Source: an optimization exercise on an open RTL-to-GDS flow (aim: small area, a short achievable clock period and few clock cycles). Production flows keep margins and buffers that such runs may drop. Only simulation tests tie the RTL to the original design; equivalence was not proved.

`flow/standard.sh`:
```
#!/bin/bash
# synth_recipe.tcl (not shown) runs the flow's synth.tcl, then flattens the netlist and writes it again
# the make line also repeats each setting of config.mk as NAME=value (left out here)
make -C /OpenROAD-flow-scripts/flow DESIGN_CONFIG=/design/flow/config.mk WORK_HOME=/design/flow/orfs CLKGATE_MAP_FILE= SYNTH_SCRIPT=/design/flow/synth_recipe.tcl "${@:-finish}"
```
`flow/flow/run.sh`:
```
#!/bin/bash
set -euo pipefail
bash standard.sh finish SETUP_SLACK_MARGIN=7.5 > standard.log 2>&1
```
`flow/constraint.sdc`:
```
create_clock -name core_clock -period 12.0 [get_ports {clk}]
set_input_delay 2.4000 -clock core_clock [delete_from_list [all_inputs] [get_ports {clk}]]
set_output_delay 2.4000 -clock core_clock [all_outputs]
set_load 0.01 [all_outputs]
```
`flow/design.v`:
```
module gf2_isirr (
    input  wire        clk,
    input  wire        rst,
    input  wire        start,
    input  wire [63:0] f,
    input  wire [5:0]  n,
    output wire        busy,
    output reg         done,
    output reg         err,
    output reg         irr,
    output reg  [6:0]  missed
);
    localparam integer KD = 4;      
    localparam integer KL = 2;      
    localparam integer J  = 2;      
    localparam integer T  = 4;      
    localparam integer NQ = 64 / KD;
    localparam [3:0] S_IDLE  = 4'd0,
                     S_CHECK = 4'd1,
                     S_GCD0  = 4'd2,
                     S_LOOP  = 4'd5,
                     S_DIV   = 4'd6,
                     S_DEG   = 4'd7,
                     S_CNT   = 4'd8;
    reg [3:0]   st;
    reg         bsy;
    reg [63:0]  F;           
    reg [63:0]  A, B;        
    reg [127:0] W;           
    reg [7:0]   dl;          
    reg         g1r;         
    reg         gzr;         
    reg [5:0]   m;           
    reg [5:0]   kq;          
    reg [5:0]   cnt;         
    reg [5:0]   dd;          
    reg [5:0]   t;           
    reg [6:0]   r;           
    reg [KD-1:0] finv;       
    reg         p1, p2;      
    reg         wz;          
    assign busy = bsy;
    function [5:0] deg64;
        input [63:0] v;
        integer i;
        begin
            deg64 = 6'd0;
            for (i = 0; i < 64; i = i + 1)
                if (v[i]) deg64 = i[5:0];
        end
    endfunction
    wire [5:0] deg_f = deg64(F);
    localparam integer L  = J * T;
    localparam integer CO = J * T;
    localparam integer NC = 2 * CO + 1;
    reg [L-1:0] anl_n, bnl_n;
    reg [NC:0] lt;
    integer    li, lb;
    reg [8:0]  kv;
    reg        lres;
    always @* begin
        for (li = 0; li <= NC; li = li + 1) begin
            kv = li - CO;                   
            lres = 1'b0;
            for (lb = 0; lb < 8; lb = lb + 1) begin
                if ((lb == 7 ? ~kv[7] : kv[lb]) == 1'b1)
                    lres = (lb == 7 ? ~dl[7] : dl[lb]) ? lres : 1'b1;
                else
                    lres = (lb == 7 ? ~dl[7] : dl[lb]) ? 1'b0 : lres;
            end
            lt[li] = lres;
        end
    end
    reg [J-1:0]   cx, csw;        
    reg [J*T-1:0] cs;             
    reg           cneg, dneg;
    reg [NC-1:0]  ch, chn;
    reg [L-1:0]   na, nb, nbx;
    reg [T-1:0]   s1h;
    integer       cj, ci, ck;
    always @* begin
        na = ~anl_n; nb = ~bnl_n;
        cneg = 1'b0;
        ch = {NC{1'b0}}; ch[CO] = 1'b1;
        cx = {J{1'b0}}; csw = {J{1'b0}}; cs = {(J*T){1'b0}};
        for (cj = 0; cj < J; cj = cj + 1) begin
            dneg = 1'b0;
            for (ck = 0; ck < NC; ck = ck + 1)
                dneg = dneg | (ch[ck] & (cneg ? ~lt[ck + 1] : lt[2*CO - ck]));
            cx[cj]  = nb[0];
            csw[cj] = nb[0] & dneg;
            nbx = nb[0] ? (na ^ nb) : nb;
            if (csw[cj]) na = nb;
            s1h = {T{1'b0}};
            s1h[T-1] = 1'b1;
            for (ci = T - 1; ci >= 1; ci = ci - 1)
                if (nbx[ci]) begin s1h = {T{1'b0}}; s1h[ci-1] = 1'b1; end
            cs[cj*T +: T] = s1h;
            nb = {L{1'b0}};
            for (ci = 1; ci <= T; ci = ci + 1)
                nb = nb | ((nbx >> ci) & {L{s1h[ci-1]}});
            if (csw[cj]) begin
                cneg = ~cneg;
                for (ck = 0; ck < NC; ck = ck + 1)
                    chn[ck] = ch[NC - 1 - ck];
                ch = chn;
            end
            chn = {NC{1'b0}};
            for (ci = 1; ci <= T; ci = ci + 1)
                chn = chn | ((ch >> ci) & {NC{s1h[ci-1]}});
            ch = chn;
        end
    end
    reg [7:0] gd;
    reg [7:0] cand;
    integer   cb;
    always @* begin
        gd = 8'd0;
        for (cb = 0; cb < NC; cb = cb + 1) begin
            cand = dl + (cb - CO);
            gd = gd | (cand & {8{ch[cb] & ~cneg}});
            cand = (~dl) + (cb - CO + 1);
            gd = gd | (cand & {8{ch[cb] & cneg}});
        end
    end
    reg [63:0] ga, gb, gx;
    integer    gj, gk;
    always @* begin
        ga = A; gb = B;
        for (gj = 0; gj < J; gj = gj + 1) begin
            gx = gb ^ (ga & {64{(gj == 0) ? B[0] : cx[gj]}});
            if (csw[gj]) ga = gb;
            gb = 64'd0;
            for (gk = 1; gk <= T; gk = gk + 1)
                gb = gb | ((gx >> gk) & {64{cs[gj*T + gk - 1]}});
        end
    end
    reg [KD-1:0]   q;
    reg [KD+63:0]  qf;
    integer        mi, mj;
    always @* begin
        for (mi = 0; mi < KD; mi = mi + 1) begin
            q[mi] = 1'b0;
            for (mj = 0; mj <= mi; mj = mj + 1)
                q[mi] = q[mi] ^ (W[mj] & finv[mi - mj]);
        end
        qf = {(KD+64){1'b0}};
        for (mi = 0; mi < KD; mi = mi + 1)
            qf = qf ^ ({{KD{1'b0}}, F & {64{q[mi]}}} << mi);
    end
    wire [127:0] wx = W ^ {{(64-KD){1'b0}}, qf};
    wire [127:0] wm = {{KD{1'b0}}, wx[127:KD]};
    localparam [127:0] WMASK = {{32{2'b01}}, {64{1'b1}}};
    function [KD-1:0] inv_lo;
        input [KD-1:0] p;
        integer i, j;
        begin
            inv_lo = {KD{1'b0}};
            inv_lo[0] = 1'b1;
            for (i = 1; i < KD; i = i + 1)
                for (j = 1; j <= i; j = j + 1)
                    inv_lo[i] = inv_lo[i] ^ (p[j] & inv_lo[i - j]);
        end
    endfunction
    reg [127:0] sp;
    integer si;
    always @* begin
        sp = 128'd0;
        for (si = 0; si < 64; si = si + 1)
            sp[2*si] = W[si];
    end
    wire [6:0]  kq_of_m7 = ({1'b0, m} + KD - 1) >> KL;        
    wire [5:0]  kq_of_m  = kq_of_m7[5:0];
    wire [6:0]  kk       = {1'b0, kq} << KL;                  
    wire [5:0]  km1      = kk[5:0] - 6'd1;                    
    wire [63:0] onek     = 64'd1 << km1;                      
    wire [5:0]  m_n      = F[0] ? m : m - 6'd1;               
    wire [6:0]  kq_n7    = ({1'b0, m_n} + KD - 1) >> KL;
    wire [5:0]  kq_n     = kq_n7[5:0];
    wire [6:0]  kn7      = {1'b0, kq_n} << KL;
    wire [5:0]  kn1      = kn7[5:0] - 6'd1;                   
    wire [5:0]  dd1      = dd + 6'd1;
    wire        more     = ({dd1, 1'b0} <= {1'b0, m});        
    wire [6:0]  rfin     = r + {6'd0, (m != 6'd0)};
    wire        cz       = (cnt == 6'd0);
    wire        g1       = g1r | (A == 64'd1) | (B == 64'd1);
    wire        gz       = gzr | (B == 64'd0);
    wire        gfin     = g1 | gz;
    wire chk_err  = (m == 6'd0) || (deg_f != m);
    wire [63:0] fder = (F & 64'hAAAAAAAAAAAAAAAA) >> 1;       
    reg  [2:0]  fs3;                                           
    integer     fi;                                            
    always @* begin
        fs3 = 3'd0;
        for (fi = 0; fi < 64; fi = fi + 1)
            fs3[fi % 3] = fs3[fi % 3] ^ F[fi];
    end
    wire chk_red  = (fder == 64'd0) || (!F[0] && !F[1]);
    wire fin_err = (st == S_CHECK) & chk_err;
    wire fin_red = ((st == S_CHECK) & ~chk_err & chk_red) |
                   ((st == S_GCD0) & ~g1 & gz);
    wire fin_cnt = ((st == S_GCD0) & g1 & (m < 6'd2)) |
                   ((st == S_LOOP) & g1 & ~more);
    wire fin     = fin_err | fin_red | fin_cnt;
    reg [3:0] st_nx;
    always @* begin
        st_nx = st;
        case (st)
            S_IDLE:  if (start) st_nx = S_CHECK;
            S_CHECK: st_nx = S_GCD0;
            S_GCD0:  if (g1) st_nx = S_LOOP;
            S_LOOP:  if (gfin && !g1 && cz) st_nx = S_DIV;
            S_DIV:   if (wz) st_nx = S_DEG;
            S_DEG:   st_nx = S_CNT;
            S_CNT:   if (t == dd) st_nx = S_LOOP;
            default: st_nx = S_IDLE;
        endcase
        if (fin) st_nx = S_IDLE;
    end
    always @(posedge clk) begin
        if (rst) begin
            st     <= S_IDLE;
            bsy    <= 1'b0;
            done   <= 1'b0;
            err    <= 1'b0;
            irr    <= 1'b0;
            missed <= 7'd0;
        end else begin
            st   <= st_nx;
            bsy  <= (st_nx != S_IDLE);
            done <= fin;
            if (fin) begin
                err    <= fin_err;
                irr    <= fin_cnt & (rfin == 7'd1);
                missed <= fin_cnt ? rfin : 7'd0;
            end
        end
    end
    wire s_idle = (st == S_IDLE);
    wire s_chk  = (st == S_CHECK);
    wire s_g0   = (st == S_GCD0);
    wire s_lp   = (st == S_LOOP);
    wire s_div  = (st == S_DIV);
    wire s_deg  = (st == S_DEG);
    wire s_cnt  = (st == S_CNT);
    wire syn    = s_lp & g1 & cz;
    wire dvs    = s_lp & gfin & ~g1 & cz;
    wire cend   = s_cnt & (t == dd);
    wire step   = s_g0 | (s_lp & ~syn & ~dvs);
    wire mstep  = ((s_g0 | s_lp) & ~cz) | s_div;
    wire ab_ld  = s_chk | syn | s_cnt;
    wire [63:0] a_chk = F[0] ? F : fder;
    wire [63:0] b_chk = F[0] ? fder : F;
    wire [63:0] a_syn = (dd == 6'd0) ? (p1 ? 64'd3 : 64'd1) :
                        (dd == 6'd1) ? (p2 ? 64'd7 : 64'd1) : F;
    wire [63:0] b_syn = (dd[5:1] == 5'd0) ? 64'd0 : (W[63:0] ^ onek);
    reg  [63:0] b_div;
    always @* begin
        b_div = B;
        if (cnt[5:4] == 2'b00) b_div[{cnt[3:0], 2'b00} +: KD] = q;
    end
    wire [63:0] a_nx = s_chk ? a_chk : syn ? a_syn : dvs ? W[63:0] :
                       step ? ga : A;
    wire [63:0] b_nx = s_chk ? b_chk : syn ? b_syn : step ? gb :
                       s_div ? b_div : B;
    wire [127:0] w_nx = s_chk ? (128'd1 << {kn1, 1'b0}) : syn ? sp :
                        dvs ? {64'd0, F} : cend ? {64'd0, A} :
                        mstep ? (wm & WMASK) : W;
    wire [5:0] cnt_nx = s_chk ? kq_n : syn ? kq : dvs ? 6'd0 :
                        cend ? (kq - kq_of_m) :
                        mstep ? (s_div ? cnt + 6'd1 : cnt - 6'd1) : cnt;
    wire [7:0] dl_nx  = s_chk ? (F[0] ? 8'hFF : 8'd1) :
                        syn ? ({1'b0, kk} - 8'd1 - {2'b0, m}) :
                        step ? gd : dl;
    always @(posedge clk) begin
        A     <= a_nx;
        B     <= b_nx;
        anl_n <= ~a_nx[L-1:0];
        bnl_n <= ~b_nx[L-1:0];
        W     <= w_nx;
        cnt   <= cnt_nx;
        dl    <= dl_nx;
        if (cend)       g1r <= 1'b1;
        else if (ab_ld) g1r <= 1'b0;
        else            g1r <= g1;
        if (ab_ld)      gzr <= 1'b0;
        else            gzr <= gz;
        if (s_idle) begin
            F  <= f;
        end else if (s_chk) begin
            if (!F[0]) F <= F >> 1;
        end else if (dvs) begin
            F <= A;
        end else if (s_div & wz) begin
            F <= B;
        end
        if (s_chk)      finv <= inv_lo(F[0] ? F[KD-1:0] : F[KD:1]);
        else if (dvs)   finv <= inv_lo(A[KD-1:0]);
        else if (s_deg) finv <= inv_lo(F[KD-1:0]);
        if (s_idle)     m <= n;
        else if (s_chk) m <= m_n;
        else if (s_deg) m <= deg_f;
        if (s_deg)      t <= m - deg_f;
        else if (s_cnt) t <= t - dd;
        if (s_chk)      r <= F[0] ? 7'd0 : 7'd1;
        else if (s_cnt) r <= r + 7'd1;
        if (s_chk)      kq <= kq_n;
        else if (cend)  kq <= kq_of_m;
        if (s_chk)      dd <= 6'd0;
        else if (syn)   dd <= dd1;
        if (dvs)        wz <= 1'b0;
        else if (s_div) wz <= (W[63:0] == 64'd0);
        if (s_chk) begin
            p1 <= ~(^F);
            p2 <= (fs3[0] == fs3[1]) && (fs3[1] == fs3[2]);
        end
    end
endmodule
```
`flow/config.mk`:
```
export PLATFORM = sky130hd
export DESIGN_NAME = gf2_isirr
export DESIGN_NICKNAME = gf2_isirr
export VERILOG_FILES = /design/flow/design.v
export SDC_FILE = /design/flow/constraint.sdc
export NUM_CORES = 8
export LEC_CHECK = 0
export CAP_MARGIN = 20
export CORE_MARGIN = 2
export CORE_UTILIZATION = 40
export CTS_BUF_LIST = sky130_fd_sc_hd__clkbuf_8
export PLACE_DENSITY = 0.55
export SLEW_MARGIN = 20
```
==> results of run 1 <==
[sequential cells by signal (all words and copies together) (netlist names), 4 cells and up]
register / count
B: 64
t: 6
cnt: 6
dl: 8
anl_n: 7
W: 96
m: 6
dd: 6
F: 64
bnl_n: 8
A: 64
kq: 5
missed: 7
st: 4
r: 7
[layout by cell type (no fill, tap or decap), types with 69 or more instances in the layout]
cell,n
o21ai_0,272
a21oi_1,341
nand3_1,69
mux2i_1,147
clkdlybuf4s50_1,83
nand2_1,663
clkbuf_8,89
a22oi_1,153
inv_1,103
xor2_1,118
edfxtp_1,316
a222oi_1,91
nor2_1,377
xnor2_1,416
buf_4,115
a221oi_1,76
[metrics by stage]
stage	cell area, um^2	hold slack (ns)
after floorplan	35800	0.432
final	40300	0.459
after detailed placement	37500	0.451
after global routing	40200	0.473
after global placement	37500	0.443
after CTS	39700	0.459
[per-layer routing]
metal,vias up,track usage,share of wire,routed length (um)
met1,18222,0.489,0.39,69200
met2,2824,0.557,0.42,75500
met4,6,0.201,0.066,11700
met5,-,0,0.00022,40
li1,16344,-,-,-
met3,558,0.0875,0.12,21300
[cell families (layout without fill, tap and decap cells)]
group,count (synthesis),after routing,share of synthesized area
other,0,6,0
xor gates and xnor gates,542,542,0.134
muxes,167,167,0.0475
DFF,370,370,0.295
buffers and inverters,492,461,0.0537
AOI/OAI and AO/OA,1369,1371,0.262
and+or+nand+nor,1462,1465,0.179
adders and majority gates,80,80,0.0290
[worst paths after layout]
path,start,to,slack (ns),depth (start not counted)
worst max-delay path,B[16],F[29],7.45,10
worst min-delay path,wz,wz,0.46,2
worst max register to register,B[16],F[29],7.45,10
worst min register to register,wz,wz,0.46,2
[worst min-delay path, delay by kind of cell, from the launching register on]
family,cells,cell delay (ns)
AOI/OAI and AO/OA,1,0.05
DFF,1,0.31
and+or+nand+nor,1,0.05
[timing repair]
| action | in CTS | in global routing |
|---|---|---|
| setup buffers | 29 | 20 |
| resized for setup | 83 | 67 |
| endpoints found under the hold margin | 0 | 0 |
| endpoints found under the setup margin | 558 | 302 |
| gates cloned | 4 | 5 |
| pin swaps | 17 | 23 |
[area by class of cell]
class	instances	area (um^2)	area share
clock buffer	88	1210	0.0301
timing repair buffer	232	2260	0.0561
clock inverter	52	302	0.00749
sequential	370	10600	0.263
multi-input combinational	3625	24100	0.598
antenna	6	15.0	0.000373
tap	1165	1460	0.0362
inverter	89	344	0.00855
==> results.cfg, run 1 <==
[final_layout]
areaGrowthSynthToFinish_pct = 12.5
fin_nets = 4548
fillers = 8898
finalNonFillerCells = 5627
final_util = 0.455
drive_above_1_share = 0.0967

[global_route]
grtUsageTotal = 0.370
grt_pass1_vias = 35159
overflow = 0
grt_max_degree = 139
grt_pass1_wl_um = 252000
antenna_found_initial = 8

[setup_path]
cp_num_buf_inv = 3
cpMaxStageDelayCell = buf_4
required_ns = 12.33
path_cells = nor4_1, nand4_1, nor4_2, buf_4, mux2i_1, or2_1, or2_4, buf_4, a31oi_4, buf_4
crit_arrival_ns = 4.87
cpMostUsedCell = buf_4
crit_path_max_incr_delay_ns = 0.85
end_kind = flop
startpoint_type = flop
path_max_fanout = 63
crit_family = simple AND/OR/NAND/NOR gates
worstSetupPathType = flop to flop

[yosys]
synthTopCellsByArea = edfxtp_1 (27%), xnor2_1 (10%), nand2_1 (7.1%)
synth.avg_cell_area_um2 = 7.99
ys_types = 103
synth_common_cells = nand2_1 (676), xnor2_1 (420), nor2_1 (390), a21oi_1 (344), clkbuf_1 (327)
seq_area_frac_synth = 0.295
yosysMostFrequentCell = nand2_1
synth_edf_count = 316
synth_area_um2 = 35800
synth.largest_area_cell = edfxtp_1
synthFlopType = edfxtp_1
synth_top_area_frac = 0.265
synth_async_sr_flop_share = 0
syn_nets = 4635
ys_ff_latch = 370
syn_inst = 4482
ys_warn_count = 1

[placement]
dp_hpwl_um = 117000
portBuffers = 83
post-place-cells = 5422
place_congestion = 0.993
preCtsSetupSlack_ns = 5.96

[route]
wl_per_cell_um = 31.6
antenna_left = 0
via_per_inst = 6.74
drt_pass1_iterations = 9
wirelength_um = 178000
drt_iter0_drc = 5941
vias = 37954
drc = 0

[timing]
hold_viol = 0
slew-limit-headroom = 0.229
setup_viol = 0
finClkSkew_ns = 0.0501
final-max-slew-violation-count = 0
fmaxAchievable_mhz = 220
fin_crit_sh = 0.379
min_period_ns = 4.55
setup-tns-final_ns = 0
fin_ws_ns = 7.45
tightest_slew_ns = 1.16
rsz0062_at_grt = yes

[cts]
cts_buffers = 77
clk_pin_slew_ns = 0.07
clock-sinks = 370
cts_tree = built
clockBufferDepth = 3
htreeDepth = 3
clockRootBuffer = clkbuf_8
holdBufCountCts = 0
clk_latency_ns = 0.73

[job]
drv_cap = 0

[floorplan]
die_y_um = 303
pin_count = 84
dieArea_um2 = 91900
num_rows = 109
start_util = 0.404
die_w_um = 303
core_um2 = 88500

[worst_hold_path]
hold_path_class = flop to flop

[outcome]
outcome = finished clean
Testbench counts, summed over its fixed seeds: cycles 55,204.
==> run 2, diff against run 1 <==
--- a/flow/config.mk
+++ b/flow/config.mk
@@ -9,5 +9,5 @@
 export CORE_MARGIN = 2
-export CORE_UTILIZATION = 40
+export CORE_UTILIZATION = 45
 export CTS_BUF_LIST = sky130_fd_sc_hd__clkbuf_8
-export PLACE_DENSITY = 0.55
+export PLACE_DENSITY = 0.6
 export SLEW_MARGIN = 20
==> results.cfg, run 2 <==
[global_route]
overflow = 0
grt_pass1_vias = 35019
grt_pass1_wl_um = 245000
grt_max_degree = 139
antenna_found_initial = 10
grtUsageTotal = 0.401

[yosys]
yosysMostFrequentCell = nand2_1
synth_area_um2 = 35800
synth.avg_cell_area_um2 = 7.99
syn_inst = 4482
ys_ff_latch = 370
synthFlopType = edfxtp_1
synth_common_cells = nand2_1 (676), xnor2_1 (420), nor2_1 (390), a21oi_1 (344), clkbuf_1 (327)
synthTopCellsByArea = edfxtp_1 (27%), xnor2_1 (10%), nand2_1 (7.1%)
seq_area_frac_synth = 0.295
synth.largest_area_cell = edfxtp_1
ys_warn_count = 1
ys_types = 103
synth_top_area_frac = 0.265
synth_async_sr_flop_share = 0
syn_nets = 4635
synth_edf_count = 316

[timing]
hold_viol = 0
slew-limit-headroom = 0.214
setup-tns-final_ns = 0
finClkSkew_ns = 0.0579
fin_crit_sh = 0.381
rsz0062_at_grt = yes
final-max-slew-violation-count = 0
setup_viol = 0
fin_ws_ns = 7.43
tightest_slew_ns = 1.18
hold_slack_ns = 0.464
min_period_ns = 4.57
fmaxAchievable_mhz = 219

[floorplan]
dieArea_um2 = 81800
num_rows = 103
die_y_um = 286
die_w_um = 286
pin_count = 84
core_um2 = 78900
start_util = 0.454

[route]
antenna_left = 0
drc = 0
via_per_inst = 6.94
wl_per_cell_um = 31.3
vias = 38231
wirelength_um = 172000
drt_pass1_iterations = 11
drt_iter0_drc = 6597

[setup_path]
startpoint_type = flop
path_max_fanout = 66
timing.rr.start = A[22]
r2r_end = A[54]
r2r_cells = 9
endpoint = A[54]
startpoint = A[22]
required_ns = 12.29
crit_arrival_ns = 4.86
worstSetupPathType = flop to flop
r2r_slack_ns = 7.43
end_kind = flop

[cts]
clockBufferDepth = 3
clockRootBuffer = clkbuf_8
htreeDepth = 3
clk_pin_slew_ns = 0.06
clock-sinks = 370
clk_latency_ns = 0.72
cts_buffers = 76
cts_tree = built

[job]
drv_cap = 0

[outcome]
outcome = finished clean

[final_layout]
finalNonFillerCells = 5510
final_util = 0.507
layout_common_cells = nand2_1 (662), xnor2_1 (415), nor2_1 (380)
fin_nets = 4553
final_common_cell = nand2_1
largest_reg_flops = 96
top_register = W
final_cell_area_um2 = 40000
areaGrowthSynthToFinish_pct = 11.6
drive_above_1_share = 0.0945

[placement]
post-place-cells = 5314
detailed_place.area_um2 = 37400
dp_hpwl_um = 114000
place_congestion = 1.00
portBuffers = 83
preCtsSetupSlack_ns = 5.90

[worst_hold_path]
hold_path_class = flop to flop
run 2: how the worst min path moves through the flow:
stage	startpoint	to	slack (ns)	cells past startpoint
6_report	missed[0]	missed[0]	0.46	2
5_1_grt	missed[0]	missed[0]	0.49	2
4_1_cts	missed[0]	missed[0]	0.46	2
3_5_place_dp	missed[0]	missed[0]	0.46	2
3_3_place_gp	err	err	0.46	2
2_1_floorplan	wz	wz	0.43	2
run 2: cell type report:
cell class,instances,area (um^2)
Timing Repair Buffer,236,2250
Clock inverter,52,279
Sequential cell,370,10600
Fill cell,7682,38900
Clock buffer,80,1100
Multi-Input combinational cell,3627,24100
Tap cell,1050,1310
Inverter,89,335
Antenna cell,6,15.0
run 2: layer usage:
metal | vias up | share of wire | GRT usage | wire, um
li1 | 16370 | - | - | -
met4 | 10 | 0.076 | 0.243 | 13100
met3 | 721 | 0.13 | 0.101 | 22900
met1 | 18049 | 0.37 | 0.526 | 64400
met2 | 3081 | 0.42 | 0.592 | 71900
met5 | - | 0.00037 | 0 | 64
run 2: cell families after synthesis:
| logic type | Yosys count | share of synthesized area |
|---|---|---|
| compound gates | 1369 | 0.262 |
| xor+xnor | 542 | 0.134 |
| fa+ha+maj | 80 | 0.0290 |
| buf+inv | 492 | 0.0537 |
| flops | 370 | 0.295 |
| mux | 167 | 0.0475 |
| simple gates | 1462 | 0.179 |
run 2: critical path: stages, from the launching register on:
cell	delay, ns
edfxtp_1	0.53
nor4_1	0.55
nand4_1	0.42
o41ai_1	0.42
buf_4	0.23
o31ai_1	0.12
a21oi_4	0.55
buf_4	0.74
nand2_2	0.09
buf_6	0.30
run 2: what timing repair did:
item | in CTS | in global routing
hold endpoints to repair | 0 | 0
gates resized for setup | 65 | 72
hold buffers | 0 | 0
setup endpoints to repair | 468 | 234
pin swaps | 9 | 31
setup buffers | 27 | 21
cloned | 5 | 5
==> run 3, diff against run 2 <==
--- a/flow/design.v
+++ b/flow/design.v
@@ -36,2 +36,3 @@
     reg [5:0]   dd;          
+    reg [5:0]   dsq;         
     reg [5:0]   t;           
@@ -245,3 +246,4 @@
     wire s_cnt  = (st == S_CNT);
-    wire syn    = s_lp & g1 & cz;
+    wire fake   = (dd[5:1] == 5'd0);
+    wire syn    = s_lp & g1 & (fake | (cz & (dsq == dd1)));
     wire dvs    = s_lp & gfin & ~g1 & cz;
@@ -249,2 +251,4 @@
     wire step   = s_g0 | (s_lp & ~syn & ~dvs);
+    wire [5:0] tgt = fake ? 6'd3 : dd1;
+    wire sqr    = (s_g0 | s_lp) & cz & ~dvs & ((syn & ~fake) | (dsq < tgt));
     wire mstep  = ((s_g0 | s_lp) & ~cz) | s_div;
@@ -265,6 +269,6 @@
                        s_div ? b_div : B;
-    wire [127:0] w_nx = s_chk ? (128'd1 << {kn1, 1'b0}) : syn ? sp :
+    wire [127:0] w_nx = s_chk ? (128'd1 << {kn1, 1'b0}) : sqr ? sp :
                         dvs ? {64'd0, F} : cend ? {64'd0, A} :
                         mstep ? (wm & WMASK) : W;
-    wire [5:0] cnt_nx = s_chk ? kq_n : syn ? kq : dvs ? 6'd0 :
+    wire [5:0] cnt_nx = s_chk ? kq_n : sqr ? kq : dvs ? 6'd0 :
                         cend ? (kq - kq_of_m) :
@@ -310,2 +314,4 @@
         else if (syn)   dd <= dd1;
+        if (s_chk)      dsq <= 6'd1;
+        else if (sqr)   dsq <= dsq + 6'd1;
         if (dvs)        wz <= 1'b0;
--- a/flow/config.mk
+++ b/flow/config.mk
@@ -10,3 +10,2 @@
 export CORE_UTILIZATION = 45
-export CTS_BUF_LIST = sky130_fd_sc_hd__clkbuf_8
 export PLACE_DENSITY = 0.6
==> results.cfg, run 3 <==
[yosys]
synth.avg_cell_area_um2 = 7.88
seq_area_frac_synth = 0.293
yosysMostFrequentCell = nand2_1
synthTopCellsByArea = edfxtp_1 (26%), xnor2_1 (9.8%), nand2_1 (7.9%)
ys_types = 100
synth_common_cells = nand2_1 (764), nor2_1 (467), xnor2_1 (410), a21oi_1 (327), edfxtp_1 (316)
synth.largest_area_cell = edfxtp_1
syn_inst = 4624
ys_ff_latch = 376
synth_area_um2 = 36500
ys_warn_count = 1
synthFlopType = edfxtp_1
synth_top_area_frac = 0.260
syn_nets = 4783
synth_edf_count = 316
synth_async_sr_flop_share = 0

[timing]
final-max-slew-violation-count = 0
setup-tns-final_ns = 0
rsz0062_at_grt = yes
slew-limit-headroom = 0.215
finClkSkew_ns = 0.0221
hold_slack_ns = 0.458
fin_crit_sh = 0.378
min_period_ns = 4.54
fmaxAchievable_mhz = 220
setup_viol = 0
hold_viol = 0
tightest_slew_ns = 1.18

[placement]
detailed_place.area_um2 = 38100
place_congestion = 1.02
portBuffers = 83
dp_hpwl_um = 118000

[final_layout]
areaGrowthSynthToFinish_pct = 14.6
layout_common_cells = nand2_1 (755), nor2_1 (456), xnor2_1 (406)
top_register = W
largest_reg_flops = 96
final_cell_area_um2 = 41800
fin_nets = 4735
drive_above_1_share = 0.110
fillers = 7690
final_common_cell = nand2_1

[cts]
clk_pin_slew_ns = 0.07
htreeDepth = 2
clock-sinks = 376
cts_tree = built
clockBufferDepth = 3
clockRootBuffer = clkbuf_16
cts_buffers = 49
clk_latency_ns = 0.64

[setup_path]
crit_arrival_ns = 4.92
cpMostUsedCell = buf_4
path_cells = nor4_1, nand4_1, o41ai_4, buf_4, a21oi_2, or3_1, buf_4, nor2_4, a21oi_1, nor4_4, clkbuf_16, nor3_2, buf_4, a221o_1
worstSetupPathType = flop to flop
timing.rr.start = A[25]
cpMaxStageDelayCell = nor4_1
path_max_fanout = 30
r2r_cells = 14
startpoint_type = flop
r2r_end = W[78]
r2r_slack_ns = 7.46
required_ns = 12.38
crit_family = simple AND/OR/NAND/NOR gates
cp_num_buf_inv = 4
crit_path_max_incr_delay_ns = 0.56
end_kind = flop

[route]
drc = 0
wl_per_cell_um = 32.3
drt_pass1_iterations = 10
vias = 40070
antenna_left = 0
drt_iter0_drc = 7099
via_per_inst = 7.05
wirelength_um = 183000

[global_route]
grt_pass1_vias = 36264
overflow = 0
antenna_found_initial = 8
grt_pass1_wl_um = 259000
grt_max_degree = 178
grtUsageTotal = 0.420

[worst_hold_path]
min_to = missed[0]
hold_path_class = flop to flop
hold_path_depth = 2
worstHoldStart = missed[0]

[floorplan]
pin_count = 84
num_rows = 104
core_um2 = 80400
start_util = 0.453
dieArea_um2 = 83300
die_y_um = 289
die_w_um = 289

[outcome]
outcome = finished clean

[job]
drv_cap = 0
run 3: cell count changes after synthesis, sizes merged, moves of 22 or more:
cell    delta
and3      -22
a22oi     -66
nor2      +79
buf       +27
o22ai     +62
a221o     +59
xor2      +22
nand2     +87
o211ai    +61
a21boi    -48
a222oi    -37
run 3: per-stage QoR:
stage	instances	setup WS, ns	utilization
3_3_place_gp	5471	5.60	0.474
3_5_place_dp	5471	5.54	0.474
4_1_cts	5625	7.51	0.508
2_1_floorplan	4624	7.58	-
6_report	5683	7.46	0.520
5_1_grt	5679	7.45	0.519
run 3: logic make-up after synthesis:
logic type | synth area share
XOR/XNOR | 0.133
AO/OA/AOI/OAI | 0.259
flip-flops | 0.293
AND/OR/NAND/NOR | 0.184
buffers and inverters | 0.0533
adder cells (fa/ha/maj) | 0.0305
multiplexers | 0.0468
run 3: worst max path at each step:
stage	startpoint	to	cells after the start
6_report	A[25]	W[78]	14
4_1_cts	bnl_n[0]	bnl_n[1]	14
3_3_place_gp	A[34]	W[35]	12
3_5_place_dp	A[39]	W[35]	12
2_1_floorplan	cnt[0]	W[100]	15
5_1_grt	cnt[1]	W[102]	16
run 3: per-layer routing:
layer	GRT usage	share of wire	vias up
li1	-	-	16872
met1	0.546	0.36	18852
met2	0.607	0.41	3526
met5	0	0.00038	-
met4	0.237	0.072	10
met3	0.145	0.16	810
run 3: cell type report:
cell class	instances	area, um^2	area share
multi-input combinational	3761	24900	0.595
sequential	376	10700	0.256
timing repair buffer	305	2900	0.0694
clock buffer	69	1420	0.0341
tap	1060	1330	0.0317
inverter	83	329	0.00788
clock inverter	23	216	0.00518
antenna	6	15.0	0.000359
run 3: worst register-to-register path, delay by kind of cell, from the launching register on:
| family | cells | cell delay [ns] |
|---|---|---|
| buf+inv | 4 | 0.96 |
| simple gates | 6 | 1.90 |
| compound gates | 4 | 0.88 |
| flops | 1 | 0.53 |
run 3: repair_timing:
action                                  in CTS  in global routing
endpoints found under the setup margin     611                445
gates resized for setup                    132                 69
pin swaps                                   25                 34
setup buffers                               52                 47
hold buffers                                 0                  0
endpoints found under the hold margin        0                  0
cloned                                      10                  5
Testbench counts of run 3, summed over its fixed seeds: cycles 54,694.
==> run 4, diff against run 3 <==
--- a/flow/design.v
+++ b/flow/design.v
@@ -36,3 +36,3 @@
     reg [5:0]   dd;          
-    reg [5:0]   dsq;         
+    reg [2:0]   ds_r;        
     reg [5:0]   t;           
@@ -182,2 +182,6 @@
     wire [5:0]  kn1      = kn7[5:0] - 6'd1;                   
+    wire [2:0]  ds_n     = kn7[6] ? 3'd6 : kn7[5] ? 3'd5 : kn7[4] ? 3'd4 :
+                           kn7[3] ? 3'd3 : 3'd2;
+    wire [6:0]  k2ds     = 7'd1 << ds_n;
+    wire [5:0]  w0p      = kn7[5:0] - k2ds[5:0];              
     wire [5:0]  dd1      = dd + 6'd1;
@@ -247,3 +251,4 @@
     wire fake   = (dd[5:1] == 5'd0);
-    wire syn    = s_lp & g1 & (fake | (cz & (dsq == dd1)));
+    wire cnst   = ~fake & (dd1 <= {3'd0, ds_r});
+    wire syn    = s_lp & g1 & (fake | cnst | cz);
     wire dvs    = s_lp & gfin & ~g1 & cz;
@@ -251,5 +256,4 @@
     wire step   = s_g0 | (s_lp & ~syn & ~dvs);
-    wire [5:0] tgt = fake ? 6'd3 : dd1;
-    wire sqr    = (s_g0 | s_lp) & cz & ~dvs & ((syn & ~fake) | (dsq < tgt));
     wire mstep  = ((s_g0 | s_lp) & ~cz) | s_div;
+    wire sqr    = syn & ~fake & ~cnst;
     wire ab_ld  = s_chk | syn | s_cnt;
@@ -259,3 +263,8 @@
                         (dd == 6'd1) ? (p2 ? 64'd7 : 64'd1) : F;
-    wire [63:0] b_syn = (dd[5:1] == 5'd0) ? 64'd0 : (W[63:0] ^ onek);
+    wire [63:0] b_cst = (dd1[2:0] == 3'd3) ? 64'h81 :
+                        (dd1[2:0] == 3'd4) ? 64'h8001 :
+                        (dd1[2:0] == 3'd5) ? 64'h80000001 : 64'h8000000000000001;
+    wire [63:0] b_syn = fake ? 64'd0 : cnst ? b_cst : (W[63:0] ^ onek);
+    wire [7:0]  e_cst = (dd1[2:0] == 3'd3) ? 8'd7 : (dd1[2:0] == 3'd4) ? 8'd15 :
+                        (dd1[2:0] == 3'd5) ? 8'd31 : 8'd63;    
     reg  [63:0] b_div;
@@ -269,3 +278,3 @@
                        s_div ? b_div : B;
-    wire [127:0] w_nx = s_chk ? (128'd1 << {kn1, 1'b0}) : sqr ? sp :
+    wire [127:0] w_nx = s_chk ? (128'd1 << {w0p, 1'b0}) : sqr ? sp :
                         dvs ? {64'd0, F} : cend ? {64'd0, A} :
@@ -276,3 +285,3 @@
     wire [7:0] dl_nx  = s_chk ? (F[0] ? 8'hFF : 8'd1) :
-                        syn ? ({1'b0, kk} - 8'd1 - {2'b0, m}) :
+                        syn ? ((cnst ? e_cst : ({1'b0, kk} - 8'd1)) - {2'b0, m}) :
                         step ? gd : dl;
@@ -314,4 +323,3 @@
         else if (syn)   dd <= dd1;
-        if (s_chk)      dsq <= 6'd1;
-        else if (sqr)   dsq <= dsq + 6'd1;
+        if (s_chk)      ds_r <= ds_n;
         if (dvs)        wz <= 1'b0;
--- a/flow/config.mk
+++ b/flow/config.mk
@@ -9,4 +9,4 @@
 export CORE_MARGIN = 2
-export CORE_UTILIZATION = 45
-export PLACE_DENSITY = 0.6
+export CORE_UTILIZATION = 40
+export PLACE_DENSITY = 0.55
 export SLEW_MARGIN = 20
==> results.cfg, run 4 <==
[outcome]
outcome = finished clean

[yosys]
syn_nets = 4851
syn_inst = 4686
yosysMostFrequentCell = nand2_1
synth_top_area_frac = 0.260
seq_area_frac_synth = 0.289
synth_area_um2 = 36800
ys_types = 105
synth_edf_count = 319
ys_ff_latch = 373
synth_common_cells = nand2_1 (743), xnor2_1 (393), nor2_1 (370), o21ai_0 (362), a21oi_1 (326)
ys_warn_count = 1
synth.largest_area_cell = edfxtp_1
synthFlopType = edfxtp_1
synth.avg_cell_area_um2 = 7.86
synth_async_sr_flop_share = 0
synthTopCellsByArea = edfxtp_1 (26%), xnor2_1 (9.3%), nand2_1 (7.6%)

[setup_path]
r2r_end = st[2]
required_ns = 12.57
crit_path_max_incr_delay_ns = 0.43
cpMaxStageDelayCell = a211oi_2
crit_family = compound AO/OA/AOI/OAI gates
path_cells = inv_2, ha_4, nor3_4, o31ai_2, a211oi_2, o31ai_2, a211oi_2, o31ai_2, a211oi_2, o31ai_2, a2111oi_2, o31a_1, nor3_2, buf_6, ha_4, nand4_1, o21ai_2, nand2_2, nor3_4, and3_4, nor2b_4, a21boi_2
end_kind = flop
worstSetupPathType = flop to flop
timing.rr.start = F[2]
endpoint = st[2]
cp.depth = 22
crit_arrival_ns = 5.19
r2r_cells = 22
cp_num_buf_inv = 2
startpoint_type = flop
cpMostUsedCell = o31ai_2
path_max_fanout = 5
r2r_slack_ns = 7.37
startpoint = F[2]

[worst_hold_path]
hold_path_class = flop to flop

[timing]
finClkSkew_ns = 0.0298
rsz0062_at_grt = yes
setup_viol = 0
slew-limit-headroom = 0.184
setup-tns-final_ns = 0
final-max-slew-violation-count = 0
fin_ws_ns = 7.37
min_period_ns = 4.63
fmaxAchievable_mhz = 216
tightest_slew_ns = 1.22
fin_crit_sh = 0.386
hold_viol = 0

[floorplan]
dieArea_um2 = 94600
core_um2 = 91500
num_rows = 111
pin_count = 84
start_util = 0.403
die_w_um = 307
die_y_um = 307

[final_layout]
final_common_cell = nand2_1
final_util = 0.459
layout_common_cells = nand2_1 (734), xnor2_1 (387), o21ai_0 (354)
fin_nets = 4773
final_cell_area_um2 = 42100
largest_reg_flops = 96
top_register = W
areaGrowthSynthToFinish_pct = 14.1
drive_above_1_share = 0.106

[cts]
htreeDepth = 2
clk_latency_ns = 0.64
clockRootBuffer = clkbuf_16
cts_tree = built
clk_pin_slew_ns = 0.07
cts_buffers = 49
clock-sinks = 373
holdBufCountCts = 0
clockBufferDepth = 3

[job]
drv_cap = 0

[route]
drc = 0
antenna_left = 0
via_per_inst = 6.89
wirelength_um = 191000
drt_pass1_iterations = 8
wl_per_cell_um = 32.8
drt_iter0_drc = 6819
vias = 40235

[global_route]
grt_max_degree = 84
overflow = 0
grt_pass1_wl_um = 269000
antenna_found_initial = 8
grt_pass1_vias = 36813
grtUsageTotal = 0.387

[placement]
detailed_place.area_um2 = 38700
portBuffers = 83
place_congestion = 1.07
preCtsSetupSlack_ns = 5.82
dp_hpwl_um = 126000

[power]
run 4: cell count changes in the layout (fill, tap and decap cells not counted), sizes merged, moves of 17 or more:
cell	delta
nor3	+22
a22o	-17
o21ai	+99
a211oi	+36
a221o	-46
nor2	-99
a22oi	+32
buf	-33
nand2	-22
mux2i	+24
a221oi	-56
xnor2	-17
and3	+26
run 4: layout make-up:
| type | count | area, um^2 |
|---|---|---|
| clock inverters | 15 | 124 |
| diodes | 9 | 22.5 |
| inverters | 80 | 314 |
| repair buffers | 272 | 2670 |
| fillers | 9162 | 49500 |
| flip-flops and latches | 373 | 10700 |
| multi-input cells | 3832 | 25300 |
| well taps | 1186 | 1480 |
| clock buffers | 76 | 1450 |
run 4: per-stage QoR:
| step | hold slack (ns) | std cells |
|---|---|---|
| after floorplan | 0.436 | 4686 |
| after global placement | 0.457 | 5661 |
| after detailed placement | 0.466 | 5662 |
| after CTS | 0.481 | 5801 |
| after global routing | 0.518 | 5834 |
| final | 0.486 | 5843 |
run 4: metal layers:
| layer | vias up | wire length [um] | global-route usage |
|---|---|---|---|
| li1 | 17071 | - | - |
| met1 | 19367 | 72200 | 0.500 |
| met2 | 3117 | 81100 | 0.576 |
| met3 | 666 | 25300 | 0.114 |
| met4 | 14 | 12500 | 0.213 |
| met5 | - | 196 | 0.00155 |
run 4: worst min-delay path, cell delays in order (launching register included):
cell,delay (ns)
dfxtp_1,0.33
a21oi_1,0.04
nor2_1,0.08
run 4: logic make-up after synthesis:
| logic type | after synthesis | synth area share |
|---|---|---|
| and+or+nand+nor | 1565 | 0.187 |
| DFF | 373 | 0.289 |
| buffers and inverters | 488 | 0.0521 |
| adders and majority gates | 92 | 0.0321 |
| muxes | 192 | 0.0532 |
| AOI/OAI and AO/OA | 1434 | 0.256 |
| xor gates and xnor gates | 542 | 0.130 |
run 4: worst min-delay path by stage:
stage | from | endpoint | slack, ns | cells past startpoint
5_1_grt | missed[0] | missed[0] | 0.52 | 2
4_1_cts | gzr | gzr | 0.48 | 2
6_report | gzr | gzr | 0.49 | 2
3_5_place_dp | gzr | gzr | 0.47 | 2
3_3_place_gp | gzr | gzr | 0.46 | 2
2_1_floorplan | gzr | gzr | 0.44 | 2
run 4: what timing repair did:
action | CTS | global route
pin swaps | 21 | 43
setup endpoints to repair | 615 | 474
gates cloned | 8 | 5
resized for setup | 134 | 110
setup buffers | 40 | 28
Testbench counts of run 4, summed over its fixed seeds: cycles 50,481.
==> run 5, diff against run 4 <==
--- a/flow/config.mk
+++ b/flow/config.mk
@@ -10,2 +10,3 @@
 export CORE_UTILIZATION = 40
+export CTS_BUF_LIST = sky130_fd_sc_hd__clkbuf_8
 export PLACE_DENSITY = 0.55
==> results.cfg, run 5 <==
[route]
vias = 40550
drc = 0
via_per_inst = 6.89
antenna_left = 0
drt_iter0_drc = 7250
drt_pass1_iterations = 9
wirelength_um = 194000
wl_per_cell_um = 32.9

[timing]
slew-limit-headroom = 0.129
rsz0062_at_grt = yes
finClkSkew_ns = 0.0853
fin_crit_sh = 0.384
fmaxAchievable_mhz = 217
final-max-slew-violation-count = 0
min_period_ns = 4.60
tightest_slew_ns = 1.29
hold_viol = 0
setup_viol = 0
setup-tns-final_ns = 0

[global_route]
antenna_found_initial = 15
grt_pass1_vias = 36915
overflow = 0
grt_pass1_wl_um = 271000
grtUsageTotal = 0.389
grt_max_degree = 84

[floorplan]
die_w_um = 307
start_util = 0.403
pin_count = 84
die_y_um = 307
num_rows = 111
core_um2 = 91500
dieArea_um2 = 94600

[worst_hold_path]
hold_path_class = flop to flop

[setup_path]
crit_path_max_incr_delay_ns = 0.41
cp_num_buf_inv = 2
required_ns = 12.65
crit_arrival_ns = 5.25
cpMostUsedCell = o31ai_2
path_cells = inv_2, ha_4, nor3_4, o31ai_2, a211oi_2, o31ai_2, a211oi_2, o31ai_2, a211oi_2, o31ai_2, a2111oi_2, o31a_1, nor3_2, buf_6, ha_4, nand4_1, o21ai_2, nand2_2, nor3_4, and3_4, nor2b_4, a21boi_0
startpoint_type = flop
crit_family = compound AO/OA/AOI/OAI gates
end_kind = flop
worstSetupPathType = flop to flop
cpMaxStageDelayCell = a211oi_2
path_max_fanout = 5

[yosys]
synthFlopType = edfxtp_1
syn_nets = 4851
syn_inst = 4686
synth_common_cells = nand2_1 (743), xnor2_1 (393), nor2_1 (370), o21ai_0 (362), a21oi_1 (326)
seq_area_frac_synth = 0.289
synthTopCellsByArea = edfxtp_1 (26%), xnor2_1 (9.3%), nand2_1 (7.6%)
synth_async_sr_flop_share = 0
yosysMostFrequentCell = nand2_1
ys_types = 105
synth.largest_area_cell = edfxtp_1
synth_area_um2 = 36800
synth_top_area_frac = 0.260
synth_edf_count = 319
synth.avg_cell_area_um2 = 7.86
ys_ff_latch = 373
ys_warn_count = 1

[final_layout]
layout_common_cells = nand2_1 (732), xnor2_1 (386), o21ai_0 (354)
top_register = W
final_util = 0.458
largest_reg_flops = 96
fin_nets = 4803
areaGrowthSynthToFinish_pct = 13.9
multiInputGateArea_um2 = 25400
final_common_cell = nand2_1
regArea_um2 = 10700
fillers = 9232
drive_above_1_share = 0.113

[cts]
htreeDepth = 3
clock-sinks = 373
clk_pin_slew_ns = 0.08
holdBufCountCts = 0
clockRootBuffer = clkbuf_8
clk_latency_ns = 0.77
clockBufferDepth = 3
cts_buffers = 76
cts_tree = built

[placement]
place_congestion = 1.07
dp_hpwl_um = 126000
portBuffers = 83

[job]
drv_cap = 0

[outcome]
outcome = finished clean
## run 5: cell counts after synthesis
No cell type changed its count.
## run 5: logic make-up (layout without fill, tap and decap cells)
kind of cell	after synthesis	after routing	synth area share
mux	192	192	0.0532
other cells	0	5	0
simple gates	1565	1572	0.187
xor+xnor	542	542	0.130
flops	373	373	0.289
buf+inv	488	486	0.0521
compound gates	1434	1435	0.256
fa+ha+maj	92	92	0.0321
## run 5: final timing paths
| path | from | to | slack, ns | depth (start not counted) |
|---|---|---|---|---|
| worst min-delay path | gzr | gzr | 0.49 | 2 |
| worst max-delay path | F[2] | st[2] | 7.40 | 22 |
| worst max register to register | F[2] | st[2] | 7.40 | 22 |
| worst min register to register | gzr | gzr | 0.49 | 2 |
## run 5: cell type report
cell class / instances / area share
multi-input combinational: 3833 / 0.605
sequential: 373 / 0.255
timing repair buffer: 274 / 0.0655
tap: 1186 / 0.0354
clock buffer: 83 / 0.0272
inverter: 80 / 0.00742
clock inverter: 49 / 0.00504
antenna: 5 / 0.000298
## run 5: tightest hold or removal path, stage by stage, from the launching register on
cell and delay (ns):
dfxtp_1 0.34, a21oi_1 0.04, nor2_1 0.08
## run 5: what timing repair did
| action | in CTS | in global routing |
|---|---|---|
| pin swaps | 26 | 47 |
| setup buffers | 45 | 23 |
| gates resized for setup | 154 | 110 |
| endpoints found under the hold margin | 0 | 0 |
| setup endpoints to repair | 616 | 276 |
| cloned | 9 | 7 |
## run 5: per-layer routing
layer,global-route usage,part of all wire,up-vias
met5,0,0.00059,-
met4,0.208,0.067,18
met3,0.115,0.14,739
met2,0.581,0.42,3206
met1,0.505,0.37,19461
li1,-,-,17126
## run 5: stage by stage
step                instance area (um^2)  worst slack, ns  instances  hold slack, ns
finish                             42000             7.40       5883           0.488
CTS                                41200             7.49       5848           0.482
detailed placement                 38700             5.82       5662           0.466
global placement                   38600             5.88       5661           0.457
global route                       42000             7.33       5880           0.517
floorplan                          36900             6.96       4686           0.436
==> run 6, diff against run 5 <==
--- a/flow/design.v
+++ b/flow/design.v
@@ -41,2 +41,3 @@
     reg         p1, p2;      
+    reg [1:0]   p3;          
     reg         wz;          
@@ -203,2 +204,25 @@
     wire chk_red  = (fder == 64'd0) || (!F[0] && !F[1]);
+    reg  [6:0]  fold7;
+    integer     oi;
+    always @* begin
+        fold7 = 7'd0;
+        for (oi = 0; oi < 64; oi = oi + 1)
+            fold7[oi % 7] = fold7[oi % 7] ^ F[oi];
+    end
+    function [3:0] modp;
+        input [14:0] v;
+        input [4:0]  p;
+        input integer k;
+        reg   [4:0]  xp;
+        integer      i;
+        begin
+            modp = 4'd0;
+            xp = 5'd1;
+            for (i = 0; i < 15; i = i + 1) begin
+                if (v[i]) modp = modp ^ xp[3:0];
+                xp = xp << 1;
+                if (xp[k]) xp = xp ^ p;
+            end
+        end
+    endfunction
     wire fin_err = (st == S_CHECK) & chk_err;
@@ -250,3 +274,3 @@
     wire s_cnt  = (st == S_CNT);
-    wire fake   = (dd[5:1] == 5'd0);
+    wire fake   = (dd[5:2] == 4'd0) & (dd[1:0] != 2'd3);    
     wire cnst   = ~fake & (dd1 <= {3'd0, ds_r});
@@ -262,3 +286,5 @@
     wire [63:0] a_syn = (dd == 6'd0) ? (p1 ? 64'd3 : 64'd1) :
-                        (dd == 6'd1) ? (p2 ? 64'd7 : 64'd1) : F;
+                        (dd == 6'd1) ? (p2 ? 64'd7 : 64'd1) :
+                        (dd == 6'd2) ? (p3 == 2'd0 ? 64'd1 : p3 == 2'd1 ? 64'hb :
+                                        p3 == 2'd2 ? 64'hd : 64'h7f) : F;
     wire [63:0] b_cst = (dd1[2:0] == 3'd3) ? 64'h81 :
@@ -329,2 +355,3 @@
             p2 <= (fs3[0] == fs3[1]) && (fs3[1] == fs3[2]);
+            p3 <= {modp(fold7, 5'b01101, 3) == 4'd0, modp(fold7, 5'b01011, 3) == 4'd0};
         end
--- a/flow/config.mk
+++ b/flow/config.mk
@@ -10,3 +10,2 @@
 export CORE_UTILIZATION = 40
-export CTS_BUF_LIST = sky130_fd_sc_hd__clkbuf_8
 export PLACE_DENSITY = 0.55
==> results.cfg, run 6 <==
[job]
drv_cap = 0

[yosys]
synth_top_area_frac = 0.262
synthTopCellsByArea = edfxtp_1 (26%), xnor2_1 (10%), nand2_1 (9.1%)
synth.largest_area_cell = edfxtp_1
syn_nets = 4912
synth_async_sr_flop_share = 0
ys_types = 85
synth_edf_count = 321
ys_ff_latch = 375
yosysMostFrequentCell = nand2_1
ys_warn_count = 1
seq_area_frac_synth = 0.291
synthFlopType = edfxtp_1
syn_inst = 4745
synth_area_um2 = 36800
synth_common_cells = nand2_1 (889), xnor2_1 (421), clkbuf_1 (351), a21oi_1 (348), nor2_1 (348)
synth.avg_cell_area_um2 = 7.76

[final_layout]
drive_above_1_share = 0.0966
layout_common_cells = nand2_1 (880), xnor2_1 (413), a21oi_1 (336)
fillers = 9187
areaGrowthSynthToFinish_pct = 13.1
final_common_cell = nand2_1
fin_nets = 4807
top_register = W
largest_reg_flops = 96

[route]
drt_iter0_drc = 6847
vias = 40306
antenna_left = 0
via_per_inst = 6.87
wl_per_cell_um = 33.2
wirelength_um = 195000
drc = 0
drt_pass1_iterations = 10

[floorplan]
start_util = 0.403
pin_count = 84
die_y_um = 307
core_um2 = 91400
dieArea_um2 = 94500
num_rows = 111
die_w_um = 307

[cts]
cts_buffers = 50
clk_pin_slew_ns = 0.07
cts_tree = built
holdBufCountCts = 0
htreeDepth = 2
clk_latency_ns = 0.67
clockRootBuffer = clkbuf_16
clock-sinks = 375
clockBufferDepth = 3

[setup_path]
path_max_fanout = 78
timing.rr.start = B[46]
r2r_end = F[36]
cpMostUsedCell = buf_4
crit_family = simple AND/OR/NAND/NOR gates
path_cells = nor4_2, nand4_1, nor4_4, buf_4, mux2_2, nand4_1, buf_4, buf_4, buf_12, nand2_1, a21oi_1, a221o_1
r2r_slack_ns = 7.45
worstSetupPathType = flop to flop
r2r_cells = 12
startpoint_type = flop
crit_path_max_incr_delay_ns = 0.54
crit_arrival_ns = 5.06
cpMaxStageDelayCell = nor4_2
end_kind = flop
cp_num_buf_inv = 4
required_ns = 12.51

[timing]
final-max-slew-violation-count = 0
fin_crit_sh = 0.379
slew-limit-headroom = 0.154
setup-tns-final_ns = 0
setup_viol = 0
finClkSkew_ns = 0.0414
hold_slack_ns = 0.469
fmaxAchievable_mhz = 220
rsz0062_at_grt = no
min_period_ns = 4.55
hold_viol = 0
tightest_slew_ns = 1.26

[worst_hold_path]
worstHoldStart = wz
hold_path_depth = 2
hold_path_class = flop to flop
min_to = wz

[global_route]
antenna_found_initial = 8
grt_pass1_wl_um = 274000
grtUsageTotal = 0.396
grt_pass1_vias = 36932
overflow = 0
grt_max_degree = 152

[outcome]
outcome = finished clean

[placement]
portBuffers = 83
place_congestion = 1.06
dp_hpwl_um = 129000
[run 6: repair_timing]
| action | CTS | global route |
|---|---|---|
| buffers inserted | 37 | 27 |
| gates resized for setup | 93 | 77 |
| endpoints found under the setup margin | 601 | 203 |
| pin swaps | 13 | 18 |
| cloned | 5 | 4 |
[run 6: metal layers]
| layer | up-vias | routed length [um] | GRT usage |
|---|---|---|---|
| met5 | - | 35 | 0.000517 |
| met4 | 6 | 15100 | 0.251 |
| met3 | 757 | 25800 | 0.123 |
| met2 | 3001 | 80800 | 0.581 |
| met1 | 19414 | 72900 | 0.505 |
| li1 | 17128 | - | - |
[run 6: through the flow]
step	setup WS (ns)	instances	instance area, um^2	utilization
2_1_floorplan	7.16	4745	36800	-
3_3_place_gp	5.23	5700	38700	0.423
3_5_place_dp	6.06	5701	38700	0.424
4_1_cts	7.42	5834	41000	0.449
5_1_grt	7.47	5866	41600	0.456
6_report	7.45	5870	41600	0.456
[run 6: layout make-up]
| cell class | count | area, um^2 | share of cell area |
|---|---|---|---|
| tap | 1186 | 1480 | 0.0356 |
| sequential | 375 | 10700 | 0.258 |
| inverter | 81 | 317 | 0.00760 |
| multi-input combinational | 3873 | 25100 | 0.604 |
| clock inverter | 26 | 236 | 0.00568 |
| clock buffer | 65 | 1350 | 0.0324 |
| timing repair buffer | 259 | 2380 | 0.0571 |
| antenna | 5 | 12.5 | 0.000300 |
[run 6: how the worst max path moves through the flow]
stage                     start     to  slack (ns)  depth (start not counted)
final                     B[46]  F[36]        7.45                         12
after global routing      dl[1]  dl[5]        7.47                         16
after CTS                 dl[7]  dl[4]        7.42                         15
after detailed placement  B[46]  A[31]        6.06                         11
after global placement    F[45]    bsy        5.23                         17
after floorplan           dd[1]  A[10]        7.16                         13
[run 6: cell families after synthesis]
family	after synthesis	synth area share
compound gates	1367	0.248
xor+xnor	583	0.139
fa+ha+maj	94	0.0328
buf+inv	504	0.0517
flops	375	0.291
mux	151	0.0425
simple gates	1671	0.195
[run 6: worst reg2reg max path: cells and delay by family (launching register included)]
family	cells	cell delay, ns
buffers and inverters	4	1.35
flip-flops	1	0.50
AND/OR/NAND/NOR	5	1.59
AO/OA/AOI/OAI	2	0.59
multiplexers	1	0.37
Testbench counts of run 6, summed over its fixed seeds: cycles 48,603.
==> run 7, diff against run 6 <==
--- a/flow/design.v
+++ b/flow/design.v
@@ -16,3 +16,2 @@
     localparam integer T  = 4;      
-    localparam integer NQ = 64 / KD;
     localparam [3:0] S_IDLE  = 4'd0,
--- a/flow/config.mk
+++ b/flow/config.mk
@@ -10,2 +10,3 @@
 export CORE_UTILIZATION = 40
+export CTS_BUF_LIST = sky130_fd_sc_hd__clkbuf_8
 export PLACE_DENSITY = 0.55
==> results.cfg, run 7 <==
[final_layout]
areaGrowthSynthToFinish_pct = 12.5
finalNonFillerCells = 5912
final_util = 0.453
top_register = W
drive_above_1_share = 0.0971
final_cell_area_um2 = 41400
final_common_cell = nand2_1
fin_nets = 4823
largest_reg_flops = 96
fillers = 9237
layout_common_cells = nand2_1 (879), xnor2_1 (413), a21oi_1 (339)

[placement]
portBuffers = 83
post-place-cells = 5701
dp_hpwl_um = 129000
detailed_place.area_um2 = 38700
place_congestion = 1.06
preCtsSetupSlack_ns = 6.06

[cts]
clk_latency_ns = 0.79
holdBufCountCts = 0
cts_tree = built
htreeDepth = 3
clockRootBuffer = clkbuf_8
clock-sinks = 375
clk_pin_slew_ns = 0.06
clockBufferDepth = 3
cts_buffers = 77

[yosys]
ys_warn_count = 1
syn_nets = 4912
synth_edf_count = 321
synth.largest_area_cell = edfxtp_1
synth_async_sr_flop_share = 0
seq_area_frac_synth = 0.291
synth_area_um2 = 36800
syn_inst = 4745
synth_common_cells = nand2_1 (889), xnor2_1 (421), clkbuf_1 (351), a21oi_1 (348), nor2_1 (348)
synthTopCellsByArea = edfxtp_1 (26%), xnor2_1 (10%), nand2_1 (9.1%)
synthFlopType = edfxtp_1
synth.avg_cell_area_um2 = 7.76
yosysMostFrequentCell = nand2_1
synth_top_area_frac = 0.262
ys_types = 85
ys_ff_latch = 375

[worst_hold_path]
hold_path_class = flop to flop
worstHoldStart = missed[0]

[setup_path]
startpoint_type = flop
crit_arrival_ns = 5.28
worstSetupPathType = flop to flop
startpoint = B[44]
timing.rr.start = B[44]
path_max_fanout = 151
end_kind = flop
required_ns = 12.64

[floorplan]
die_y_um = 307
start_util = 0.403
core_um2 = 91400
die_w_um = 307
pin_count = 84
num_rows = 111
dieArea_um2 = 94500

[global_route]
antenna_found_initial = 13
grt_pass1_wl_um = 274000
grt_max_degree = 152
grt_pass1_vias = 37075
grtUsageTotal = 0.396
overflow = 0

[route]
wl_per_cell_um = 32.9
antenna_left = 0
drc = 0
drt_pass1_iterations = 10
via_per_inst = 6.86
wirelength_um = 194000
drt_iter0_drc = 6675
vias = 40554

[timing]
final-max-slew-violation-count = 0
hold_viol = 0
min_period_ns = 4.64
setup_viol = 0
fin_ws_ns = 7.36
slew-limit-headroom = 0.177
rsz0062_at_grt = yes
fin_crit_sh = 0.387
hold_slack_ns = 0.467
tightest_slew_ns = 1.22
setup-tns-final_ns = 0
finClkSkew_ns = 0.0555
fmaxAchievable_mhz = 215

[outcome]
outcome = finished clean

[job]
drv_cap = 0
## run 7: cells by family (layout without fill, tap and decap cells)
family                   count (synthesis)  in the layout  synth area share
AND/OR/NAND/NOR                       1671           1675             0.195
AO/OA/AOI/OAI                         1367           1368             0.248
XOR/XNOR                               583            583             0.139
buffers and inverters                  504            469            0.0517
flip-flops                             375            375             0.291
multiplexers                           151            151            0.0425
adder cells (fa/ha/maj)                 94             94            0.0328
other                                    0             11                 0
## run 7: what timing repair did
| item | 4_1_cts | 5_1_grt |
|---|---|---|
| resized for setup | 79 | 82 |
| buffers inserted | 34 | 23 |
| setup endpoints to repair | 600 | 200 |
| cloned | 4 | 1 |
| pin swaps | 7 | 12 |
## run 7: final timing paths
kind                                   to  slack [ns]  cells past startpoint
worst max register to register      F[58]        7.36                     11
worst max-delay path                F[58]        7.36                     11
worst min-delay path            missed[0]        0.47                      2
worst min register to register  missed[0]        0.47                      2
## run 7: worst max-delay path: stages (launching register included)
cell and delay (ns):
edfxtp_1 0.47, nor4_2 0.58, nand4_1 0.33, nor4_4 0.32, buf_4 0.21, mux2_2 0.19, nand3_1 0.21, nor2_4 0.26
buf_12 0.51, nand2_1 0.15, a21oi_1 0.78, a221o_1 0.21
## run 7: layout make-up
type | instances | area (um^2) | area share
antenna | 11 | 27.5 | 0.000665
clock buffer | 82 | 1130 | 0.0272
clock inverter | 56 | 354 | 0.00855
inverter | 81 | 320 | 0.00773
tap | 1186 | 1480 | 0.0358
sequential | 375 | 10700 | 0.259
multi-input combinational | 3871 | 25100 | 0.606
timing repair buffer | 250 | 2280 | 0.0551
## run 7: metal layers
metal,track usage,routed length [um]
met1,0.503,72800
met2,0.583,80900
met3,0.117,25200
met4,0.258,15400
met5,0,34
Testbench counts of run 7, summed over its fixed seeds: cycles 48,603.
==> run 8, diff against run 7 <==
--- a/flow/config.mk
+++ b/flow/config.mk
@@ -10,4 +10,3 @@
 export CORE_UTILIZATION = 40
-export CTS_BUF_LIST = sky130_fd_sc_hd__clkbuf_8
-export PLACE_DENSITY = 0.55
+export PLACE_DENSITY = 0.6
 export SLEW_MARGIN = 20
==> results.cfg, run 8 <==
[outcome]
outcome = finished clean

[worst_hold_path]
hold_path_class = flop to flop
worstHoldStart = wz
hold_path_depth = 2
min_to = wz

[placement]
dp_hpwl_um = 125000
place_congestion = 1.05
portBuffers = 83

[setup_path]
crit_family = simple AND/OR/NAND/NOR gates
crit_path_max_incr_delay_ns = 0.60
path_max_fanout = 72
cpMaxStageDelayCell = edfxtp_1
required_ns = 12.35
cp_num_buf_inv = 3
r2r_slack_ns = 7.41
timing.rr.start = A[15]
path_cells = nor4_4, nand4_1, o41ai_4, buf_4, a21o_1, o311ai_4, nor3_2, buf_12, or2_2, buf_6, o221ai_1
r2r_end = W[40]
worstSetupPathType = flop to flop
r2r_cells = 11
startpoint = A[15]
end_kind = flop
cp.depth = 11
startpoint_type = flop
crit_arrival_ns = 4.93

[timing]
setup-tns-final_ns = 0
hold_viol = 0
finClkSkew_ns = 0.0233
setup_viol = 0
rsz0062_at_grt = yes
min_period_ns = 4.59
fin_crit_sh = 0.382
tightest_slew_ns = 1.36
final-max-slew-violation-count = 0
slew-limit-headroom = 0.0834
hold_slack_ns = 0.463
fmaxAchievable_mhz = 218

[global_route]
grt_pass1_vias = 36448
grt_pass1_wl_um = 263000
overflow = 0
antenna_found_initial = 9
grt_max_degree = 155
grtUsageTotal = 0.375

[final_layout]
drive_above_1_share = 0.0941
fin_nets = 4813
largest_reg_flops = 96
final_util = 0.457
top_register = W
layout_common_cells = nand2_1 (881), xnor2_1 (414), a21oi_1 (342)
final_common_cell = nand2_1
areaGrowthSynthToFinish_pct = 13.3
fillers = 9089

[floorplan]
dieArea_um2 = 94500
die_w_um = 307
num_rows = 111
core_um2 = 91400
die_y_um = 307
pin_count = 84
start_util = 0.403

[yosys]
synth.largest_area_cell = edfxtp_1
seq_area_frac_synth = 0.291
synth.avg_cell_area_um2 = 7.76
synth_edf_count = 321
synth_common_cells = nand2_1 (889), xnor2_1 (421), clkbuf_1 (351), a21oi_1 (348), nor2_1 (348)
ys_warn_count = 1
syn_inst = 4745
ys_ff_latch = 375
synth_async_sr_flop_share = 0
synthFlopType = edfxtp_1
yosysMostFrequentCell = nand2_1
syn_nets = 4912
synthTopCellsByArea = edfxtp_1 (26%), xnor2_1 (10%), nand2_1 (9.1%)
synth_area_um2 = 36800
synth_top_area_frac = 0.262
ys_types = 85

[cts]
clockBufferDepth = 3
htreeDepth = 2
clk_latency_ns = 0.65
clockRootBuffer = clkbuf_16
clk_pin_slew_ns = 0.06
cts_tree = built
holdBufCountCts = 0
cts_buffers = 51
clock-sinks = 375

[job]
drv_cap = 0

[route]
drt_iter0_drc = 7138
vias = 40505
antenna_left = 0
drc = 0
wl_per_cell_um = 31.7
wirelength_um = 186000
drt_pass1_iterations = 10
via_per_inst = 6.89
-- run 8: cell count changes in the layout (fill, tap and decap cells not counted), sizes merged, moves of 2 or more --
cell,previous run,this run
buf,166,175
clkbuf,83,70
diode,11,5
inv,103,78
bufbuf,0,2
-- run 8: timing repair --
| item | 4_1_cts | 5_1_grt |
|---|---|---|
| pin swaps | 10 | 18 |
| endpoints found under the setup margin | 600 | 438 |
| gates cloned | 7 | 3 |
| resized for setup | 76 | 91 |
| setup buffers | 26 | 33 |
-- run 8: worst reg2reg max path, delay by kind of cell, from the launching register on --
family | cells | cell delay [ns]
flops | 1 | 0.60
buf+inv | 3 | 1.14
compound gates | 4 | 1.23
simple gates | 4 | 1.33
-- run 8: per-stage QoR --
| step | worst slack (ns) | std cells | area [um^2] |
|---|---|---|---|
| floorplan | 7.16 | 4745 | 36800 |
| global placement | 5.86 | 5710 | 38700 |
| detailed placement | 5.92 | 5710 | 38700 |
| CTS | 7.50 | 5837 | 41000 |
| global route | 7.38 | 5873 | 41700 |
| finish | 7.41 | 5878 | 41700 |
-- run 8: worst max path at each step --
stage,endpoint,slack (ns)
3_5_place_dp,W[14],5.92
4_1_cts,bnl_n[6],7.50
6_report,W[40],7.41
3_3_place_gp,W[14],5.86
2_1_floorplan,A[10],7.16
5_1_grt,dl[5],7.38
-- run 8: cell type report --
type	instances	area (um^2)	area share
multi-input cells	3872	25000	0.600
flip-flops and latches	375	10700	0.257
repair buffers	265	2500	0.0598
well taps	1186	1480	0.0356
clock buffers	65	1420	0.0341
inverters	81	317	0.00759
clock inverters	29	240	0.00576
diodes	5	12.5	0.000300
-- run 8: cells by family after synthesis --
family,share of synthesized area
AO/OA/AOI/OAI,0.248
XOR/XNOR,0.139
adder cells (fa/ha/maj),0.0328
buffers and inverters,0.0517
flip-flops,0.291
multiplexers,0.0425
AND/OR/NAND/NOR,0.195
-- run 8: layer usage --
layer,track usage,vias to the layer above,part of all wire,routed length (um)
met5,0.0109,-,0.0011,205
met1,0.477,19166,0.36,67000
met3,0.114,800,0.15,27200
li1,-,17127,-,-
met4,0.246,14,0.083,15400
met2,0.548,3398,0.41,76600

==> re-timing with driven ports <==
In the flow no input, the clock included, has a driving cell. The finished layouts below were timed again as built, in two steps.
Step 1 (the two cells are an assumption about what drives the block):
set clk [get_ports {clk}]
set_driving_cell -lib_cell sky130_fd_sc_hd__clkbuf_16 $clk
set_driving_cell -lib_cell sky130_fd_sc_hd__buf_2 [delete_from_list [all_inputs] $clk]
Step 2 also shifts input and output timing later by t, the mid clock arrival at the registers, as if the neighbouring blocks saw the same clock.
Slacks: ideal / step 1 / step 2; pairs: ideal / step 1.
run | shift t [ns] | setup WS [ns] | hold slack, ns | worst setup path at the end | worst register clock-pin slew, ns
run 1 | 0.780 | 7.454 / 7.454 / 7.454 | 0.459 / 0.459 / 0.459 | register to register | 0.07 / 0.07
run 2 | 0.766 | 7.429 / 7.429 / 7.429 | 0.464 / 0.464 / 0.464 | register to register | 0.07 / 0.07
run 3 | 0.709 | 7.462 / 7.462 / 7.462 | 0.458 / 0.458 / 0.458 | register to register | 0.07 / 0.07
run 4 | 0.704 | 7.373 / 7.373 / 7.373 | 0.486 / 0.486 / 0.486 | register to register | 0.07 / 0.07
run 5 | 0.796 | 7.397 / 7.397 / 7.397 | 0.488 / 0.488 / 0.488 | register to register | 0.08 / 0.08
run 6 | 0.718 | 7.455 / 7.455 / 7.455 | 0.469 / 0.469 / 0.469 | register to register | 0.07 / 0.07
run 7 | 0.838 | 7.359 / 7.359 / 7.359 | 0.467 / 0.467 / 0.467 | register to register | 0.07 / 0.07
run 8 | 0.702 | 7.412 / 7.412 / 7.412 | 0.463 / 0.463 / 0.463 | register to register | 0.07 / 0.07
After both steps setup and hold are still met in every run listed.
